This design comes from an exercise in tuning for a short achievable clock period and few clock cycles on the open sky130 flow, not from production work.
Function was not checked in any run shown here: the RTL went through the layout flow alone.
Power figures rest on the tool's default switching activity, not on a simulated workload.

<file path="flow/constraint.sdc">
create_clock -name core_clock -period 5.0 [get_ports {clk}]
set_input_delay 1.0000 -clock core_clock [delete_from_list [all_inputs] [get_ports {clk}]]
set_output_delay 1.0000 -clock core_clock [all_outputs]
set_load 0.01 [all_outputs]
</file>
<file path="flow/design.v">
module hc11_decoder (
    input  wire        st_opnd,    
    input  wire [1:0]  k,          
    input  wire [7:0]  pb,         
    input  wire [1:0]  ost,        
    input  wire [2:0]  opf,        
    input  wire [7:0]  hi,         
    input  wire [7:0]  b,
    output reg         n_st_opnd,
    output reg  [1:0]  n_k,
    output reg  [7:0]  n_pb,
    output reg  [1:0]  n_ost,
    output reg  [2:0]  n_opf,
    output reg         ld_fam,     
    output reg  [2:0]  n_fam,
    output reg  [3:0]  n_sfx,
    output reg         ld_hi,
    output reg         ends,
    output reg         e_null,     
    output reg  [2:0]  e_opform,
    output reg  [15:0] e_data
);
    localparam FAM_NULL = 3'd0, FAM_LD = 3'd1, FAM_ST = 3'd2, FAM_SUB = 3'd3, FAM_AD = 3'd4;
    localparam SFX_NONE = 4'd0, SFX_DD = 4'd1, SFX_DB = 4'd2, SFX_CA = 4'd3, SFX_CB = 4'd4,
               SFX_DA = 4'd5, SFX_B = 4'd6, SFX_A = 4'd7, SFX_AA = 4'd8, SFX_AB = 4'd9,
               SFX_D = 4'd10, SFX_S = 4'd11, SFX_X = 4'd12, SFX_Y = 4'd13;
    localparam OF_NONE = 3'd0, OF_IMM8 = 3'd1, OF_IMM16 = 3'd2, OF_DIR = 3'd3,
               OF_IDX_X = 3'd4, OF_IDX_Y = 3'd5, OF_EXT = 3'd6;
    localparam O_IMM16_FIRST = 2'd0, O_LAST8 = 2'd1, O_EXT_HI = 2'd2, O_LAST16 = 2'd3;
    wire [7:0] m      = b & 8'h85;
    wire [7:0] v      = b & 8'hCF;
    wire       is_ld  = (m == 8'h84);
    wire       is_st  = (m == 8'h85) && (b != 8'hCD);
    wire       is_sub = (m == 8'h80) || ((m == 8'h81) && (v == 8'h83));
    wire       is_ad  = (m == 8'h81) && (v != 8'h83);
    wire       is_esc = (m == 8'h00) || (b == 8'hCD);
    reg [3:0] sfx_n;
    reg       is16_n;
    always @(*) begin
        sfx_n  = SFX_NONE;
        is16_n = 1'b0;
        case (v)
            8'hC3: begin sfx_n = SFX_DD; is16_n = 1'b1; end
            8'hCB: sfx_n = SFX_DB;
            8'h89: sfx_n = SFX_CA;
            8'hC9: sfx_n = SFX_CB;
            8'h8B: sfx_n = SFX_DA;
            8'hC0: sfx_n = SFX_B;
            8'h80: sfx_n = SFX_A;
            8'h86, 8'h87: sfx_n = SFX_AA;
            8'hC6, 8'hC7: sfx_n = SFX_AB;
            8'h83, 8'hCC, 8'hCD: begin sfx_n = SFX_D; is16_n = 1'b1; end
            8'h8E, 8'h8F: begin sfx_n = SFX_S; is16_n = 1'b1; end
            8'hCE, 8'hCF: begin
                if (pb == 8'h00 || pb == 8'hCD) sfx_n = SFX_X;
                else if (pb == 8'h18)           sfx_n = SFX_Y;
                else                            sfx_n = SFX_NONE;
            end
            default: ;
        endcase
    end
    always @(*) begin
        n_st_opnd = st_opnd;
        n_k       = k;
        n_pb      = pb;
        n_ost     = ost;
        n_opf     = opf;
        ld_fam    = 1'b0;
        n_fam     = is_ld ? FAM_LD : is_st ? FAM_ST : is_sub ? FAM_SUB : FAM_AD;
        n_sfx     = sfx_n;
        ld_hi     = 1'b0;
        ends      = 1'b0;
        e_null    = 1'b0;
        e_opform  = opf;
        e_data    = {8'h00, b};
        if (!st_opnd) begin
            if (is_ld || is_st || is_sub || is_ad) begin
                ld_fam    = 1'b1;
                n_st_opnd = 1'b1;
                case (b[5:4])
                    2'b00: begin
                        n_ost = is16_n ? O_IMM16_FIRST : O_LAST8;
                        n_opf = is16_n ? OF_IMM16 : OF_IMM8;
                    end
                    2'b01: begin n_ost = O_LAST8; n_opf = OF_DIR; end
                    2'b10: begin
                        n_ost = O_LAST8;
                        if (pb == 8'h00 || pb == 8'h1A)      n_opf = OF_IDX_X;
                        else if (pb == 8'h18 || pb == 8'hCD) n_opf = OF_IDX_Y;
                        else                                 n_opf = OF_DIR;
                    end
                    default: begin n_ost = O_EXT_HI; n_opf = OF_EXT; end
                endcase
            end else if (is_esc && k != 2'd3) begin
                n_pb = b;
                n_k  = k + 2'd1;
            end else begin
                ends     = 1'b1;
                e_null   = 1'b1;
                e_opform = OF_NONE;
                e_data   = 16'h0000;
            end
        end else begin
            case (ost)
                O_IMM16_FIRST: begin
                    if (b == 8'h00) begin
                        n_ost = O_LAST8;
                        n_opf = OF_IMM8;
                    end else begin
                        n_ost = O_LAST16;
                        ld_hi = 1'b1;
                    end
                end
                O_EXT_HI: begin
                    n_ost = O_LAST16;
                    ld_hi = 1'b1;
                end
                O_LAST8: begin
                    ends = 1'b1;
                end
                default: begin
                    ends   = 1'b1;
                    e_data = {hi, b};
                end
            endcase
        end
    end
endmodule
module hc11mon_dl #(
    parameter [15:0] MIN      = 16'h0400,
    parameter [15:0] MAX      = 16'h7DFF,
    parameter [15:0] LF_START = 16'h1000,
    parameter [15:0] LF_MAX   = 16'h7DC0
) (
    input  wire        clk,
    input  wire        rst,
    input  wire        cmd_valid,
    output wire        cmd_ready,
    input  wire [1:0]  cmd_op,
    input  wire [15:0] cmd_start,
    input  wire [15:0] cmd_end,
    input  wire        in_valid,
    output wire        in_ready,
    input  wire [7:0]  in_data,
    input  wire        in_eos,
    output wire        mem_req,
    output wire        mem_we,
    output wire [15:0] mem_addr,
    output wire [7:0]  mem_wdata,
    input  wire        mem_ack,
    input  wire [7:0]  mem_rdata,
    output reg         ev_valid,
    input  wire        ev_ready,
    output reg  [2:0]  ev_type,
    output reg  [15:0] ev_addr,
    output reg  [15:0] ev_data,
    output reg  [15:0] ev_line,
    output reg  [2:0]  ev_kind,
    output reg         ev_flag,
    output reg  [2:0]  ev_len,
    output reg  [47:0] ev_raw,
    output reg  [2:0]  ev_fam,
    output reg  [3:0]  ev_sfx,
    output reg  [2:0]  ev_opform
);
    localparam OP_DECODE = 2'd0, OP_DISASM = 2'd1, OP_LOAD = 2'd2;
    localparam EV_ORG = 3'd1, EV_INSTR = 3'd2, EV_END = 3'd3, EV_PROGRESS = 3'd4,
               EV_SUMMARY = 3'd5, EV_REPORT = 3'd6;
    localparam ERR_BOUNDS = 3'd2, ERR_FORMAT = 3'd3, ERR_CHECKSUM = 3'd4,
               ERR_STREAMEND = 3'd5, ERR_RANGE = 3'd6;
    localparam T_IDLE = 3'd0, T_DCHK = 3'd1, T_DIS = 3'd2, T_DEND = 3'd3,
               T_FIN = 3'd4, T_LOAD = 3'd5;
    localparam L_WIN = 2'd0, L_C1 = 2'd1, L_C2 = 2'd2;
    function hexv;
        input [7:0] c;
        hexv = (c >= 8'h30 && c <= 8'h39) || (c >= 8'h41 && c <= 8'h46);
    endfunction
    function [3:0] hexn;
        input [7:0] c;
        hexn = c[6] ? c[3:0] + 4'd9 : c[3:0];
    endfunction
    function [7:0] hexc;
        input [3:0] v;
        hexc = (v < 4'd10) ? {4'h3, v} : {4'h4, v - 4'd9};
    endfunction
    reg [2:0]  ts;
    reg        cmd_ready_r;
    reg        single;
    reg [15:0] c_start, c_end;
    reg        mreq;
    reg        mwe;
    reg [15:0] ma;
    reg [7:0]  wdat;
    reg        rd_on;
    reg [1:0]  fc;
    reg [7:0]  f0_d, f1_d;
    reg [15:0] f0_ap1, f1_ap1;
    reg        f0_eq, f1_eq;
    reg        st_opnd;
    reg [1:0]  k;
    reg [7:0]  pb;
    reg [1:0]  ost;
    reg [2:0]  opf;
    reg [7:0]  hi;
    reg [2:0]  fam_r;
    reg [3:0]  sfx_r;
    reg [2:0]  pos;
    reg [47:0] raw;
    reg [15:0] ia;
    reg        seen_end;
    reg        t_v;
    reg [2:0]  t_type;
    reg [15:0] t_addr, t_data, t_line;
    reg [2:0]  t_kind;
    reg        t_flag;
    reg [2:0]  t_len;
    reg [47:0] t_raw;
    reg [2:0]  t_fam;
    reg [3:0]  t_sfx;
    reg [2:0]  t_opform;
    reg [1:0]  ls;
    reg [2:0]  wcnt;
    reg        full, s1f, s9f, hvf, rngf, wgo;
    reg [3:0]  wnib [0:7];
    reg [7:0]  whv, wS, w1, w9;
    reg [15:0] line;
    reg [15:0] written;
    reg        first_v;
    reg [15:0] first;
    reg [7:0]  acc;
    reg        add_pend;
    reg [7:0]  cnt;
    reg [7:0]  c1;
    reg        c1_hv;
    reg [3:0]  c1_nib;
    assign cmd_ready = cmd_ready_r;
    assign mem_req   = mreq;
    assign mem_we    = mwe;
    assign mem_addr  = ma;
    assign mem_wdata = wdat;
    wire can_push = !t_v;
    assign in_ready = (ts == T_LOAD) && can_push &&
                      ((ls == L_WIN && wgo) || ls == L_C1 || (ls == L_C2 && !mreq));
    wire in_take = in_valid && in_ready;
    wire [7:0] b = f0_d;
    wire        n_st_opnd;
    wire [1:0]  n_k;
    wire [7:0]  n_pb;
    wire [1:0]  n_ost;
    wire [2:0]  n_opf;
    wire        ld_fam;
    wire [2:0]  n_fam;
    wire [3:0]  n_sfx;
    wire        ld_hi;
    wire        d_ends;
    wire        e_null;
    wire [2:0]  e_opform;
    wire [15:0] e_data;
    hc11_decoder u_dec (
        .st_opnd(st_opnd), .k(k), .pb(pb), .ost(ost), .opf(opf), .hi(hi), .b(b),
        .n_st_opnd(n_st_opnd), .n_k(n_k), .n_pb(n_pb), .n_ost(n_ost), .n_opf(n_opf),
        .ld_fam(ld_fam), .n_fam(n_fam), .n_sfx(n_sfx), .ld_hi(ld_hi),
        .ends(d_ends), .e_null(e_null), .e_opform(e_opform), .e_data(e_data)
    );
    wire dpop = (ts == T_DIS) && (fc != 2'd0) && (!d_ends || can_push);
    wire dlast = d_ends && (single || seen_end || f0_eq);
    reg [47:0] raw_ev;
    always @(*) begin
        raw_ev = raw;
        case (pos)
            3'd0: raw_ev[7:0]   = b;
            3'd1: raw_ev[15:8]  = b;
            3'd2: raw_ev[23:16] = b;
            3'd3: raw_ev[31:24] = b;
            3'd4: raw_ev[39:32] = b;
            default: raw_ev[47:40] = b;
        endcase
    end
    integer i;
    wire [7:0]  hdr_n  = {wnib[2], wnib[3]};
    wire [7:0]  hdr_ah = {wnib[4], wnib[5]};
    wire [7:0]  hdr_al = {wnib[6], wnib[7]};
    wire [15:0] hdr_la = {hdr_ah, hdr_al};
    wire        hdr_go = full && s1f && hvf && rngf;
    wire        in_hv  = hexv(in_data);
    wire [3:0]  in_nib = hexn(in_data);
    wire [15:0] la_n   = {wnib[5], wnib[6], wnib[7], in_nib};
    wire        wc_bad = (ma < MIN) || (ma > MAX);
    wire [7:0]  fsum   = ~acc;
    wire        ck_ok  = (c1 == hexc(fsum[7:4])) && (in_data == hexc(fsum[3:0])) &&
                         (acc != 8'hFF);
    reg        push;
    reg [2:0]  p_type;
    reg [15:0] p_addr, p_data, p_line;
    reg [2:0]  p_kind;
    reg        p_flag;
    reg [2:0]  p_len;
    reg [47:0] p_raw;
    reg [2:0]  p_fam;
    reg [3:0]  p_sfx;
    reg [2:0]  p_opform;
    always @(*) begin
        push     = 1'b0;
        p_type   = EV_REPORT;
        p_addr   = 16'h0000;
        p_data   = 16'h0000;
        p_line   = line;
        p_kind   = ERR_FORMAT;
        p_flag   = 1'b0;
        p_len    = pos + 3'd1;
        p_raw    = raw_ev;
        p_fam    = e_null ? 3'd0 : fam_r;
        p_sfx    = e_null ? 4'd0 : sfx_r;
        p_opform = e_opform;
        case (ts)
            T_DCHK: begin
                push   = can_push;
                p_line = 16'd0;
                if (c_start > c_end) begin
                    p_kind = ERR_RANGE; p_addr = c_start; p_data = c_end;
                end else if (c_start < MIN || c_start > MAX) begin
                    p_kind = ERR_BOUNDS; p_addr = c_start;
                end else if (c_end < MIN || c_end > MAX) begin
                    p_kind = ERR_BOUNDS; p_addr = c_end;
                end else begin
                    p_type = EV_ORG; p_addr = c_start;
                end
            end
            T_DEND: begin
                push   = can_push;
                p_type = EV_END;
                p_addr = c_end;
            end
            T_DIS: begin
                push   = dpop && d_ends;
                p_type = EV_INSTR;
                p_addr = ia;
                p_flag = !e_null;
                p_data = e_data;
            end
            T_LOAD: begin
                if (in_take && in_eos) begin
                    push   = 1'b1;
                    p_kind = ERR_STREAMEND;
                end else begin
                    case (ls)
                        L_WIN: begin
                            if (full && s9f) begin
                                push   = can_push;
                                p_type = EV_SUMMARY;
                                p_flag = first_v;
                                p_addr = first;
                                p_data = written;
                            end else if (full && s1f && !(hvf && rngf)) begin
                                push   = can_push;
                                p_kind = hvf ? ERR_BOUNDS : ERR_FORMAT;
                                p_addr = hdr_la;
                            end
                        end
                        L_C2: begin
                            if (in_take) begin
                                if (!(c1_hv && in_hv)) begin
                                    push = 1'b1;
                                end else if (cnt != 8'd0) begin
                                    if (wc_bad) begin
                                        push   = 1'b1;
                                        p_kind = ERR_BOUNDS;
                                        p_addr = ma;
                                    end
                                end else if (ck_ok) begin
                                    push   = 1'b1;
                                    p_type = EV_PROGRESS;
                                end else begin
                                    push   = 1'b1;
                                    p_kind = ERR_CHECKSUM;
                                    p_data = {fsum, c1_nib, in_nib};
                                end
                            end
                        end
                        default: ;
                    endcase
                end
            end
            default: ;
        endcase
    end
    wire ev_pop = ev_valid && ev_ready;
    wire q_empty_next = (!ev_valid || ev_pop) && !t_v && !push;
    wire       rpush = mreq && mem_ack && !mwe && rd_on;
    wire [1:0] fc_n  = fc + {1'b0, rpush} - {1'b0, dpop};
    always @(posedge clk) begin
        if (rst) begin
            ts          <= T_IDLE;
            cmd_ready_r <= 1'b1;
            mreq        <= 1'b0;
            mwe         <= 1'b0;
            rd_on       <= 1'b0;
            fc          <= 2'd0;
            ev_valid    <= 1'b0;
            t_v         <= 1'b0;
            add_pend    <= 1'b0;
        end else begin
            if (ev_pop) begin
                if (t_v) begin
                    ev_type <= t_type; ev_addr <= t_addr; ev_data <= t_data; ev_line <= t_line;
                    ev_kind <= t_kind; ev_flag <= t_flag; ev_len <= t_len; ev_raw <= t_raw;
                    ev_fam <= t_fam; ev_sfx <= t_sfx; ev_opform <= t_opform;
                    if (push) begin
                        t_type <= p_type; t_addr <= p_addr; t_data <= p_data; t_line <= p_line;
                        t_kind <= p_kind; t_flag <= p_flag; t_len <= p_len; t_raw <= p_raw;
                        t_fam <= p_fam; t_sfx <= p_sfx; t_opform <= p_opform;
                    end else
                        t_v <= 1'b0;
                end else if (push) begin
                    ev_type <= p_type; ev_addr <= p_addr; ev_data <= p_data; ev_line <= p_line;
                    ev_kind <= p_kind; ev_flag <= p_flag; ev_len <= p_len; ev_raw <= p_raw;
                    ev_fam <= p_fam; ev_sfx <= p_sfx; ev_opform <= p_opform;
                end else
                    ev_valid <= 1'b0;
            end else if (push) begin
                if (!ev_valid) begin
                    ev_valid <= 1'b1;
                    ev_type <= p_type; ev_addr <= p_addr; ev_data <= p_data; ev_line <= p_line;
                    ev_kind <= p_kind; ev_flag <= p_flag; ev_len <= p_len; ev_raw <= p_raw;
                    ev_fam <= p_fam; ev_sfx <= p_sfx; ev_opform <= p_opform;
                end else begin
                    t_v <= 1'b1;
                    t_type <= p_type; t_addr <= p_addr; t_data <= p_data; t_line <= p_line;
                    t_kind <= p_kind; t_flag <= p_flag; t_len <= p_len; t_raw <= p_raw;
                    t_fam <= p_fam; t_sfx <= p_sfx; t_opform <= p_opform;
                end
            end
            if (rpush) ma <= ma + 16'd1;
            case ({rpush, dpop})
                2'b10: begin
                    if (fc == 2'd0) begin f0_d <= mem_rdata; f0_ap1 <= ma + 16'd1; f0_eq <= (ma == c_end); end
                    else begin            f1_d <= mem_rdata; f1_ap1 <= ma + 16'd1; f1_eq <= (ma == c_end); end
                end
                2'b01: begin
                    f0_d <= f1_d; f0_ap1 <= f1_ap1; f0_eq <= f1_eq;
                end
                2'b11: begin
                    if (fc == 2'd1) begin f0_d <= mem_rdata; f0_ap1 <= ma + 16'd1; f0_eq <= (ma == c_end); end
                    else begin
                        f0_d <= f1_d; f0_ap1 <= f1_ap1; f0_eq <= f1_eq;
                        f1_d <= mem_rdata; f1_ap1 <= ma + 16'd1; f1_eq <= (ma == c_end);
                    end
                end
                default: ;
            endcase
            fc <= fc_n;
            if (rd_on) mreq <= (fc_n != 2'd2);
            if (dpop) begin
                seen_end <= seen_end | f0_eq;
                raw      <= raw_ev;
                if (d_ends) begin
                    st_opnd <= 1'b0;
                    k       <= 2'd0;
                    pb      <= 8'h00;
                    pos     <= 3'd0;
                    ia      <= f0_ap1;
                    if (dlast) begin
                        rd_on <= 1'b0;
                        mreq  <= 1'b0;
                        fc    <= 2'd0;
                        ts    <= single ? T_FIN : T_DEND;
                    end
                end else begin
                    st_opnd <= n_st_opnd;
                    k       <= n_k;
                    pb      <= n_pb;
                    ost     <= n_ost;
                    opf     <= n_opf;
                    pos     <= pos + 3'd1;
                    if (ld_fam) begin fam_r <= n_fam; sfx_r <= n_sfx; end
                    if (ld_hi) hi <= b;
                end
            end
            if (mwe && mreq && mem_ack) begin
                mreq    <= 1'b0;
                ma      <= ma + 16'd1;
                written <= written + 16'd1;
            end
            if (add_pend) begin
                acc      <= acc + wdat;
                add_pend <= 1'b0;
            end
            case (ts)
                T_IDLE: begin
                    if (cmd_valid) begin
                        c_start  <= cmd_start;
                        c_end    <= cmd_end;
                        st_opnd  <= 1'b0;
                        k        <= 2'd0;
                        pb       <= 8'h00;
                        pos      <= 3'd0;
                        seen_end <= 1'b0;
                        ia       <= cmd_start;
                        fc       <= 2'd0;
                        case (cmd_op)
                            OP_DECODE, OP_DISASM: begin
                                single      <= (cmd_op == OP_DECODE);
                                ma          <= cmd_start;
                                mwe         <= 1'b0;
                                mreq        <= 1'b1;
                                rd_on       <= 1'b1;
                                cmd_ready_r <= 1'b0;
                                ts          <= (cmd_op == OP_DECODE) ? T_DIS : T_DCHK;
                            end
                            OP_LOAD: begin
                                mwe         <= 1'b1;
                                mreq        <= 1'b0;
                                rd_on       <= 1'b0;
                                cmd_ready_r <= 1'b0;
                                ts          <= T_LOAD;
                                ls          <= L_WIN;
                                wcnt        <= 3'd0;
                                full        <= 1'b0;
                                wgo         <= 1'b1;
                                line        <= 16'd1;
                                written     <= 16'd0;
                                first_v     <= 1'b0;
                                first       <= 16'd0;
                            end
                            default: ;
                        endcase
                    end
                end
                T_DCHK: begin
                    if (push) begin
                        if (p_type == EV_ORG)
                            ts <= T_DIS;
                        else begin
                            rd_on <= 1'b0;
                            mreq  <= 1'b0;
                            fc    <= 2'd0;
                            ts    <= T_FIN;
                        end
                    end
                end
                T_DIS: ;   
                T_DEND: begin
                    if (push) ts <= T_FIN;
                end
                T_FIN: begin
                    if (q_empty_next && (!mreq || mem_ack)) begin
                        ts          <= T_IDLE;
                        cmd_ready_r <= 1'b1;
                    end
                end
                T_LOAD: begin
                    if (in_take && in_eos) begin
                        ts <= T_FIN;
                    end else begin
                        case (ls)
                            L_WIN: begin
                                if (hdr_go) begin
                                    if (!first_v) begin
                                        first_v <= 1'b1;
                                        first   <= hdr_la;
                                    end
                                    acc <= hdr_n + hdr_ah + hdr_al;
                                    ma  <= hdr_la;
                                    cnt <= (hdr_n >= 8'd3) ? hdr_n - 8'd3 : 8'd0;
                                    if (in_take) begin
                                        c1     <= in_data;
                                        c1_hv  <= in_hv;
                                        c1_nib <= in_nib;
                                        ls     <= L_C2;
                                    end else
                                        ls <= L_C1;
                                end else if (full && (s9f || s1f)) begin
                                    if (push) ts <= T_FIN;
                                end else if (in_take) begin
                                    for (i = 0; i < 7; i = i + 1) begin
                                        wnib[i] <= wnib[i+1];
                                    end
                                    whv  <= {in_hv, whv[7:1]};
                                    wS   <= {in_data == "S", wS[7:1]};
                                    w1   <= {in_data == "1", w1[7:1]};
                                    w9   <= {in_data == "9", w9[7:1]};
                                    wnib[7] <= in_nib;
                                    if (wcnt == 3'd7) full <= 1'b1;
                                    wcnt <= wcnt + 3'd1;
                                    s1f  <= wS[1] && w1[2];
                                    s9f  <= wS[1] && w9[2];
                                    hvf  <= (&whv[7:3]) && in_hv;
                                    rngf <= (la_n >= LF_START) && (la_n <= LF_MAX);
                                    wgo  <= !(full || wcnt == 3'd7) || !(wS[1] && (w1[2] || w9[2])) ||
                                            (w1[2] && (&whv[7:3]) && in_hv &&
                                             (la_n >= LF_START) && (la_n <= LF_MAX));
                                end
                            end
                            L_C1: begin
                                if (in_take) begin
                                    c1     <= in_data;
                                    c1_hv  <= in_hv;
                                    c1_nib <= in_nib;
                                    ls     <= L_C2;
                                end
                            end
                            L_C2: begin
                                if (in_take) begin
                                    if (!(c1_hv && in_hv)) begin
                                        ts <= T_FIN;
                                    end else if (cnt != 8'd0) begin
                                        if (wc_bad)
                                            ts <= T_FIN;
                                        else begin
                                            mreq     <= 1'b1;
                                            wdat     <= {c1_nib, in_nib};
                                            add_pend <= 1'b1;
                                            cnt      <= cnt - 8'd1;
                                            ls       <= L_C1;
                                        end
                                    end else if (ck_ok) begin
                                        line <= line + 16'd1;
                                        ls   <= L_WIN;
                                        wcnt <= 3'd0;
                                        full <= 1'b0;
                                        wgo  <= 1'b1;
                                    end else
                                        ts <= T_FIN;
                                end
                            end
                            default: ;
                        endcase
                    end
                end
                default: ts <= T_IDLE;
            endcase
        end
    end
endmodule
</file>
<file path="flow/run.sh">
#!/bin/bash
# synth_recipe.tcl (not shown) runs the flow's synth.tcl, then flattens the netlist and writes it again
# the make line also repeats each setting of config.mk as NAME=value (left out here)
make -C /OpenROAD-flow-scripts/flow DESIGN_CONFIG=/design/flow/config.mk WORK_HOME=/design/flow/orfs CLKGATE_MAP_FILE= SYNTH_SCRIPT=/design/flow/synth_recipe.tcl finish
</file>
<file path="flow/config.mk">
export PLATFORM = sky130hd
export DESIGN_NAME = hc11mon_dl
export DESIGN_NICKNAME = hc11mon_dl
export VERILOG_FILES = /design/flow/design.v
export SDC_FILE = /design/flow/constraint.sdc
export NUM_CORES = 4
export LEC_CHECK = 0
export CAP_MARGIN = 20
export CORE_MARGIN = 2
export CORE_UTILIZATION = 40
export PLACE_DENSITY = 0.6
export SLEW_MARGIN = 20
</file>
==> results of run 1 <==
sequential cells by signal, summed over array words and instances (netlist names), 24 cells and up:
| name | count |
|---|---|
| ev_raw | 48 |
| raw | 48 |
| t_raw | 48 |
| wnib | 24 |
metal layers:
metal  up-vias  wire length [um]  GRT usage [%]  share of wire, %
li1       8531                 -              -                 -
met1      9243             34000           30.1                43
met2       747             36700           35.1                47
met3       128              5170           3.24               6.6
met4         0              2470           7.91               3.2
met5         -                 0              0                 0
worst max-delay path by stage:
stage | from | end | slack [ns] | depth (start not counted)
detailed placement | in_data[1] | ev_sfx[1] | 0.38 | 14
global placement | in_data[1] | ev_sfx[2] | 0.42 | 14
global route | f0_d[4] | mreq | 0.91 | 14
floorplan | in_data[1] | ev_addr[0] | -1.67 | 10
finish | in_data[1] | ev_addr[14] | 1.02 | 14
CTS | in_data[1] | ev_addr[15] | 1.03 | 14
kinds of logic after synthesis:
kind of cell	Yosys count	synth area share, %
DFF	587	63.2
AOI/OAI and AO/OA	428	10.2
adders and majority gates	77	3.72
xor gates and xnor gates	111	3.51
and+or+nand+nor	636	11.2
muxes	138	5.42
buffers and inverters	185	2.74
cells in the mapped netlist, types with 7 or more instances:
cell type and number:
edfxtp_1 575, ha_1 68, nor4_1 8, nor2b_1 15, a22oi_1 51, nand4_1 20, a21oi_1 97, nand2b_1 12
or4_1 8, fa_1 9, clkbuf_1 99, dfxtp_1 12, and4_1 9, nor3b_1 7, mux2_2 96, o21ai_1 7
mux2i_1 42, a221o_1 11, nor2_1 233, a22o_1 37, o21bai_1 8, a31oi_1 11, a211oi_1 8, xor2_1 45
o221ai_1 11, nand3_1 38, nor3_1 27, xnor2_1 66, o21ai_0 115, or3_1 11, and3_1 32, and2_1 40
o22ai_1 10, nand2_1 148, inv_1 67
worst max-delay path: stages:
cell and delay (ns):
clkdlybuf4s50_1 0.75, inv_12 0.05, ha_4 0.18, o21ba_4 0.21, o211ai_1 0.24, buf_4 0.19
nand2_4 0.07, a31oi_4 0.24, or4_4 0.22, clkinv_4 0.10, ha_4 0.17, nor4_4 0.32
buf_12 0.24, buf_12 0.23
through the flow:
stage | setup TNS (ns) | utilization (%)
floorplan | -339.97 | -
finish | 0 | 48.4
detailed placement | 0 | 45.3
global route | 0 | 48.4
global placement | 0 | 45.3
CTS | 0 | 48.4
power groups by stage:
stage | clock (uW) | sequential [uW] | combinational (uW)
after floorplan | 0 | 5690 | 481
after global routing | 5140 | 5670 | 830
after global placement | 0 | 5760 | 734
final | 4840 | 5670 | 759
after detailed placement | 0 | 5770 | 751
after CTS | 4950 | 5660 | 756
layout make-up:
| type | instances | share of cell area (%) |
|---|---|---|
| Multi-Input combinational cell | 1390 | 28.8 |
| Sequential cell | 587 | 52.7 |
| Timing Repair Buffer | 264 | 7.67 |
| Clock buffer | 79 | 5.12 |
| Inverter | 69 | 0.833 |
| Clock inverter | 37 | 1.36 |
| Tap cell | 931 | 3.51 |
==> summary.txt, run 1 <==
Hold Crit Class=flop to flop; GRT Resource Usage Total=21.8%; cts hold-fix bufs=0; crit path DAT=4.27 ns; RSZ-0062 raised after global routing=no; setup bufs post-CTS=0; wire per inst=23.3 um; R2R setup slack=1.15 ns; most common cell after layout, fill and taps aside=edfxtp_1; Synth top area share=62.4%; average cell area after synthesis=12.8 um^2; Clock transition at path regs=0.06 ns; reg2reg start=f0_d[4]; Tmin final=3.98 ns; Ant. Diodes=0; hpwl dp=55400 um; flip-flop and latch area=0.0175 mm^2; DRT iter0 DRCs=1635; first-pass GRT wire length=116000 um; Max VDD drop=0.210 mV; Post-Syn Instances=2162; Ys Warns=3; most frequent cells in the layout=575 x edfxtp_1, 228 x nor2_1, 201 x clkdlybuf4s50_1; Comb pwr share=6.7%; Cell Pwr Density=339 mW/mm^2; Worst setup EP type=flop; Sw Ratio=23.1%; die height=267 um; initial antenna violation count=0; Syn Nets=2296; Power Internal=8670 uW; Ports=202; Clock power frac=43.0%; root buffer cell=clkbuf_16; outcome=complete, no violations; worst clock skew=0.0262 ns; Final Max Tran Viols=0; DP Worst Slack=0.380 ns; post-route cell area=0.0332 mm^2; area leader, netlist=edfxtp_1; total power=11300 uW; Hold Crit Endpoint=wS[4]; RR Endpoint=mreq; required time of the critical path=5.28 ns; TritonRoute pass-1 iters=5; sequential-to-total area share from yosys stat=63.2%; CTS H-tree lvls=3; routability congestion estimate=0.886; CTS buffer count=66; CORE AREA=0.0686 mm^2; dpl cells=3241; clk sinks=587; Final WS setup=1.02 ns; Net count, final=2512; Seq pwr share=50.3%; Area Overhead vs Synth=19.9%; Post-synth EDFFs=575; top post-synthesis cells by area=edfxtp_1 62%, mux2_2 3.9%, nor2_1 3.2%; drt drc=0; CTS max path bufs=3; WL final=78300 um; Setup-failing EPs final=0; initial core utilization=40.4%; Tcrit/Tclk final=79.7%; Critical Path Start Type=primary input; Seq cells post-synth=587; Final Non-Filler Cells=3357; area of the multi-input gates=0.00955 mm^2; ANT nets after route=0; IO buf count=201; start point of the worst hold path=wS[5]; grt ovf=0; hold path cells=0; Top FF cell, synth=edfxtp_1; peak fanout along the critical path=27; die area=0.0713 mm^2; share of layout cells above drive strength 1=12.0%; largest net degree at the start of global routing=68; Synth cell types=88; # resized after CTS=0; final hold viol count=0; clk latency of the worst-skew pair=0.62 ns; TritonCTS clock tree=built; Vias=18600; Fillers=6008; vias per cell=5.56; Cell Rows=96; Post-Place Cell Area=0.0310 mm^2; total of max-cap violations=0; Async S/R FF share, synth=0%; kind of critical path=primary input to flop; Worst Hold Margin=0.419 ns; Leakage=0.0114 uW; Fmax=251 MHz; Rel. slew slack=24.9%; vias in the first global route=18200; sw power=2600 uW; Least-Margin Pin Slew=1.13 ns; Reg2Reg Depth=14; Post-Synthesis Cell Area=0.0277 mm^2; Die W=267 um
==> inputs of run 2 (changes only) <==
--- a/flow/config.mk
+++ b/flow/config.mk
@@ -6,7 +6,9 @@
 export NUM_CORES = 4
 export LEC_CHECK = 0
+export ABC_CLOCK_PERIOD_IN_PS = 2000
 export CAP_MARGIN = 20
 export CORE_MARGIN = 2
 export CORE_UTILIZATION = 40
 export PLACE_DENSITY = 0.6
+export SETUP_SLACK_MARGIN = 2.8
 export SLEW_MARGIN = 20
==> summary.txt, run 2 <==
Tmin final=3.27 ns; Leakage=0.0139 uW; largest registers=ev_raw x48, raw x48, t_raw x48; Die W=267 um; CP Cell Sequence=buf_8 > or4b_4 > or4_4 > nand2_4 > a31oi_4 > or4_4 > clkinv_4 > ha_4 > nor4_4 > buf_6 > buf_12 > buf_16 > buf_6; average cell area after synthesis=12.8 um^2; Hold Crit Endpoint=w9[5]; Async S/R FF share, synth=0%; routability congestion estimate=0.884; drt drc=0; Synth Area in Simple Gates=11.2%; Least-Margin Pin Slew=1.09 ns; cts hold-fix bufs=0; Fmax=306 MHz; most common cell after layout, fill and taps aside=edfxtp_1; kind of critical path=primary input to flop; Tcrit/Tclk final=65.4%; XOR/XNOR share of the synthesized area=3.51%; Rel. slew slack=26.3%; peak fanout along the critical path=5; initial core utilization=40.4%; Top FF cell, synth=edfxtp_1; share of layout cells above drive strength 1=35.1%; Synth cell types=88; mux cell area share after synthesis=5.42%; Reg2Reg Depth=11; Final Max Tran Viols=0; GRT Resource Usage Total=25.0%; Vias=21100; clk sinks=587; Cell Rows=96; Syn Nets=2296; first-pass GRT wire length=132000 um; wire per inst=25.0 um; most frequent cell after synthesis=edfxtp_1; total negative setup slack=0 ns; Max VDD drop=0.234 mV; DRT iter0 DRCs=2451; outcome=complete, no violations; sequential-to-total area share from yosys stat=63.2%; RSZ-0062 raised after global routing=yes; ANT nets after route=0; largest net degree at the start of global routing=91; hold path cells=0; Setup-failing EPs final=0; Post-synth EDFFs=575; Seq cells post-synth=587; Ports=202; CTS H-tree lvls=3; CORE AREA=0.0686 mm^2; WL final=92300 um; reg2reg start=c_end[11]; die height=267 um; TritonCTS clock tree=built; Critical Path Start Type=primary input; Clock transition at path regs=0.06 ns; total of max-cap violations=0; crit path DAT=3.66 ns; Worst path max stage delay=0.57 ns; TritonRoute pass-1 iters=7; clk latency of the worst-skew pair=0.64 ns; main combinational cell family by area after synthesis=simple AND/OR/NAND/NOR gates; slowest CP cell=or4_4; Area Overhead vs Synth=37.1%; Ys Warns=3; post-route cell area=0.0379 mm^2; required time of the critical path=5.39 ns; Hold Crit Class=flop to flop; top post-synthesis cells by area=edfxtp_1 62%, mux2_2 3.9%, nor2_1 3.2%; Synth top area share=62.4%; commonest cells in the netlist=575 x edfxtp_1, 233 x nor2_1, 148 x nand2_1, 115 x o21ai_0, 99 x clkbuf_1; Net count, final=2839; Worst setup EP type=flop; Post-Syn Instances=2162; R2R setup slack=1.76 ns; most frequent cells in the layout=575 x edfxtp_1, 237 x buf_4, 212 x nor2_1; Post-Synthesis Cell Area=0.0277 mm^2; vias in the first global route=20300; initial antenna violation count=5; CTS max path bufs=3; CTS buffer count=67; hpwl dp=54600 um; final hold viol count=0; area leader, netlist=edfxtp_1; grt ovf=0; Post-Place Cell Area=0.0313 mm^2; RR Endpoint=ev_addr[11]; compound-gate portion of the synthesized area=10.2%; start point of the worst hold path=w9[6]; die area=0.0713 mm^2; Synth Area in Adders=3.72%; Cell Pwr Density=305 mW/mm^2; IO buf count=201; worst clock skew=0.0376 ns; vias per cell=5.72; root buffer cell=clkbuf_16
## run 2: power breakdown
group / switching [uW] / internal (uW)
clock: 2080 / 2710
sequential: 93.1 / 5520
combinational: 639 / 531
total: 2820 / 8760
## run 2: cell families after synthesis
| kind of cell | after synthesis |
|---|---|
| AO/OA/AOI/OAI | 428 |
| XOR/XNOR | 111 |
| adder cells (fa/ha/maj) | 77 |
| buffers and inverters | 185 |
| flip-flops | 587 |
| multiplexers | 138 |
| AND/OR/NAND/NOR | 636 |
## run 2: critical path, delay by kind of cell
family          cells  cell delay (ns)
simple gates        5             1.72
buf+inv             6             0.69
compound gates      1             0.09
fa+ha+maj           1             0.14
## run 2: what timing repair did
action | in CTS | in global routing
resized for setup | 1014 | 110
setup buffers | 235 | 47
cloned | 35 | 6
endpoints found under the setup margin | 951 | 795
pin swaps | 101 | 56
## run 2: metrics by stage
stage / power (uW) / hold slack, ns / worst slack, ns / std cells / util (%)
floorplan: 6180 / 0.400 / -1.67 / 2162 / -
global placement: 6510 / 0.401 / 0.532 / 3243 / 45.6
detailed placement: 6530 / 0.405 / 0.485 / 3243 / 45.6
CTS: 11500 / 0.415 / 1.78 / 3630 / 53.8
global route: 11900 / 0.422 / 1.72 / 3688 / 55.3
finish: 11600 / 0.417 / 1.73 / 3689 / 55.3
## run 2: worst max path at each step
stage                           from         end  slack (ns)  depth (start not counted)
after floorplan           in_data[1]  ev_addr[0]       -1.67                         10
after global placement    in_data[1]  ev_raw[27]        0.53                         14
after detailed placement  in_data[1]  ev_raw[25]        0.49                         14
after CTS                 in_data[5]  ev_raw[38]        1.78                         13
after global routing      in_data[5]  ev_line[3]        1.72                         13
final                     in_data[5]  ev_raw[38]        1.73                         13
## run 2: final cells by class
class,instances,area (um^2)
clock buffer,80,1730
multi-input combinational,1394,11000
timing repair buffer,586,5840
antenna,5,12.5
sequential,587,17500
clock inverter,37,410
fill,5493,30600
tap,931,1160
inverter,69,300
## run 2: metal layers
layer	track usage (%)	part of all wire, %
met2	40.0	47
met5	0	0
met4	11.5	5.0
met3	4.02	8.3
met1	33.4	40

-- re-timing with driven ports --
In the flow no input, the clock included, has a driving cell. The finished layouts below were timed again as built, in two steps. Step 1: set_driving_cell puts a clkbuf_16 on clk and a buf_2 on each other input, an assumption about the parent block. Step 2 also shifts input and output timing later by t, the mid clock arrival at the registers, as if the neighbouring blocks saw the same clock. Three values: ideal, step 1, step 2; two values: the first two.
run | shift t [ns] | slack for setup (ns) | clock arrival spread, ns
run 1 | 0.663 | 1.016 / 1.054 / 0.392 | 0.026 / 0.027
run 2 | 0.677 | 1.732 / 1.754 / 1.077 | 0.038 / 0.038
After both steps setup and hold are still met in every run listed. The setup slack of run 2, which loses most, moves by +0.022 ns with the drivers and by -0.655 ns with both steps.
